Background: an optimization exercise with open tools, aiming at small area, a short achievable clock period and few clock cycles per item. Do not read the settings as production practice.
At most, simulation tests tie the RTL to the original design; equivalence was not proved.
Power figures rest on the tool's default switching activity, not on a simulated workload.

Design sge_fec_esc, start of the top module:
module sge_fec_esc (
    input  wire       clk,
    input  wire       rst,
    input  wire       in_valid,
    output wire       in_ready,
    input  wire [7:0] in_data,
    input  wire       in_last,
    output wire       out_valid,
    input  wire       out_ready,
    output wire [7:0] out_data,
    output wire       out_last
);
    reg       mv;              
    reg [7:0] md;
    reg       ml;
    reg       sf;              
    reg       in_rdy;          
    wire      se = !sf;
    reg [7:0] sd;
    reg       sl;
    reg [7:0] pos;
    reg       par_ph;          
    reg       pad;             
    reg       fin;             
    reg       flush;           
    reg       cv;              
    reg [7:0] cd;
    reg       cl;
    assign in_ready = in_rdy;
    wire in_fire = in_valid && se;
    wire esc_ready;
    wire c_free   = !cv || esc_ready;
    wire src_ok   = par_ph || pad || mv;
    wire step     = flush || (c_free && src_ok);
    wire take     = step && !par_ph && !pad;
    wire [7:0] par31;
    wire [7:0] sym      = pad ? 8'h00 : md;
    wire [7:0] cod_data = par_ph ? par31 : sym;
    wire       cod_last = par_ph && fin && (pos == 8'd254);
    wire       wrap     = (pos == 8'd254);
    wire       to_par   = (pos == 8'd222);
    wire [7:0] pos_n    = !step ? pos    : wrap ? 8'd0 : pos + 8'd1;
    wire       par_ph_n = !step ? par_ph : wrap ? 1'b0 : (par_ph || to_par);
    wire       pad_n    = !step ? pad    : wrap ? 1'b0 : (pad || (take && ml && !to_par));
    wire       m_free = !mv || take;
    wire       mv_n   = m_free ? (!se || in_fire) : 1'b1;
    wire [7:0] md_n   = !m_free ? md : !se ? sd : in_data;
    wire       ml_n   = !m_free ? ml : !se ? sl : in_last;
    wire       se_n   = m_free || (se && !in_fire);
    always @(posedge clk) begin
        if (rst) begin
            mv     <= 1'b0;
            sf     <= 1'b0;
            in_rdy <= 1'b1;
            pos    <= 8'd223;
            par_ph <= 1'b1;
            flush  <= 1'b1;
            pad    <= 1'b0;
            cv     <= 1'b0;
        end else begin
            mv   <= mv_n;
            md   <= md_n;
            ml   <= ml_n;
            sf     <= !se_n;
            in_rdy <= se_n;
            if (!m_free && in_fire) begin
  ...
Settings: LEC_CHECK=0, CAP_MARGIN=20, CORE_MARGIN=2, CORE_UTILIZATION=70, CTS_BUF_LIST=sky130_fd_sc_hd__clkbuf_8, CTS_CLUSTER_DIAMETER=40, CTS_CLUSTER_SIZE=16, SETUP_SLACK_MARGIN=2.0, SLEW_MARGIN=20; clock period 4.0 ns.
run.sh (not shown) runs the stock make flow with config.mk's settings and CLKGATE_MAP_FILE= SYNTH_SCRIPT=/design/flow/synth_recipe.tcl, a recipe that flattens the netlist after the stock synthesis.
Next try:
--- a/flow/design.v
+++ b/flow/design.v
@@ -1,33 +1,69 @@
 module sge_rs_encoder (
     input  wire       clk,
+    input  wire       rst,
     input  wire       en,
     input  wire       zero,
+    input  wire       zero_n,
     input  wire [7:0] sym,
     output wire [7:0] par_out
 );
     reg  [255:8] q;           
     reg  [7:0]   fbd;
+    reg  [7:0]   fbdl;
     reg  e03;
     reg  e05;
     reg  e09;
     reg  e0a;
     reg  e11;
     reg  e14;
     reg  e21;
     reg  e28;
     reg  e41;
     reg  e60;
     reg  e81;
     reg  e88;
     reg  e90;
     reg  ec0;
+    wire l01 = fbdl[0];
+    wire l02 = fbdl[1];
+    wire l04 = fbdl[2];
+    wire l08 = fbdl[3];
+    wire l10 = fbdl[4];
+    wire l20 = fbdl[5];
+    wire l40 = fbdl[6];
+    wire l80 = fbdl[7];
+    wire l03 = l01 ^ l02;
+    wire l0a = l02 ^ l08;
+    wire l0c = l04 ^ l08;
+    wire l24 = l04 ^ l20;
+    wire l48 = l08 ^ l40;
+    wire l60 = l20 ^ l40;
+    wire la0 = l20 ^ l80;
+    wire lc0 = l40 ^ l80;
+    wire l0d = l01 ^ l0c;
+    wire l0e = l02 ^ l0c;
+    wire l4b = l03 ^ l48;
+    wire l4c = l04 ^ l48;
+    wire l70 = l10 ^ l60;
+    wire la4 = l04 ^ la0;
+    wire lb0 = l10 ^ la0;
+    wire ld0 = l10 ^ lc0;
+    wire l4f = l03 ^ l4c;
+    wire l7a = l0a ^ l70;
+    wire la7 = l03 ^ la4;
+    wire lbd = l0d ^ lb0;
+    wire lde = ld0 ^ l0e;
+    wire lef = la4 ^ l4b;
+    wire lf4 = ld0 ^ l24;
+    wire [7:0] loop31 = {la7, lf4, l7a, lbd, lde, lef, ld0, l4f};
+    wire [7:0] fb = (zero ? 8'h00 : (sym ^ q[255:248])) ^ loop31;
     wire m01 = fbd[0];
     wire m02 = fbd[1];
     wire m04 = fbd[2];
     wire m08 = fbd[3];
     wire m10 = fbd[4];
     wire m20 = fbd[5];
     wire m40 = fbd[6];
     wire m80 = fbd[7];
     wire m03 = e03;
     wire m05 = e05;
@@ -224,22 +260,25 @@
     assign prod[191:184] = {mb7, mec, m76, m3b, m1d, m0e, mb0, m6f};
     assign prod[199:192] = {mdd, m33, m19, m8c, m46, m23, mcc, mbb};
     assign prod[207:200] = {m4b, m6e, m37, m9b, mcd, me6, mb8, m97};
     assign prod[215:208] = {m14, m9e, mcf, m67, mb3, md9, m78, m28};
     assign prod[223:216] = {m85, m47, ma3, md1, m68, m34, m1f, m0a};
     assign prod[231:224] = {m67, md4, m6a, mb5, mda, m6d, m51, mcf};
     assign prod[239:232] = {m17, m9c, m4e, m27, m93, mc9, m73, m2e};
     assign prod[247:240] = {m54, mfe, mff, m7f, mbf, m5f, mfb, ma9};
     assign prod[255:248] = {ma7, mf4, m7a, mbd, mde, mef, md0, m4f};
     assign par_out = q[255:248] ^ prod[255:248];
-    wire [7:0] fb  = zero ? 8'h00 : (sym ^ par_out);
     always @(posedge clk) begin
+        if (rst)
+            fbdl <= 8'h00;
+        else if (en)
+            fbdl <= zero_n ? 8'h00 : fb;
         if (en) begin
             q   <= {q[247:8], 8'h00} ^ prod[247:0];
             fbd <= fb;
             e03 <= fb[0] ^ fb[1];
             e05 <= fb[0] ^ fb[2];
             e09 <= fb[0] ^ fb[3];
             e0a <= fb[1] ^ fb[3];
             e11 <= fb[0] ^ fb[4];
             e14 <= fb[2] ^ fb[4];
             e21 <= fb[0] ^ fb[5];
@@ -371,22 +410,24 @@
                 fin <= ml;
             if (c_free) begin
                 cv <= step && !flush;
                 cd <= cod_data;
                 cl <= cod_last;
             end
         end
     end
     sge_rs_encoder u_rs (
         .clk     (clk),
+        .rst     (rst),
         .en      (step),
         .zero    (par_ph),
+        .zero_n  (par_ph_n),
         .sym     (sym),
         .par_out (par31)
     );
     sge_escaper u_esc (
         .clk       (clk),
         .rst       (rst),
         .in_valid  (cv),
         .in_ready  (esc_ready),
         .in_data   (cd),
         .in_last   (cl),
Cell area rises by 2.7%.
Maximum frequency rose by 11%.
Worst setup slack improved by 0.23 ns.
Cell count increases by 3.3%.
Critical path depth goes down by 1.
Hold slack improves by 0.020 ns.
Total power grows by 3.7%.
Global-route usage rises by 1.2 points.
Synthesized area grows by 3.2%.
Die area goes up by 3.1%.
Testbench counts after the change, summed over its fixed seeds: cycles 31,336, out bytes 31,088.
Only the layout flow was run in the first run of this note; the RTL was not checked for function there.

port drivers added, routing unchanged:
The flow's constraints put no driver on any port. The routed layouts listed below were extracted and timed again, unchanged, in two steps.
Step 1 assumes that a clkbuf_16 drives the clock port and a buf_2 every other input.
Step 2 also shifts input and output timing later by t, the mid clock arrival at the registers, as if the neighbouring blocks saw the same clock.
Slacks: ideal ports / drivers / drivers and shift; pairs: ideal ports / drivers.
run	shift t [ns]	slack for setup (ns)	worst setup path at the end	latest minus earliest clock arrival (ns)	cell pins on the clock port's net
the first run	0.609	1.788 / 1.788 / 1.423	input to register	0.020 / 0.020	1
the second run	0.607	2.013 / 2.008 / 1.459	input to register	0.030 / 0.030	1
After both steps setup and hold are still met in every run listed. The setup slack of the second run, which loses most, moves by -0.005 ns with the drivers and by -0.554 ns with both steps.
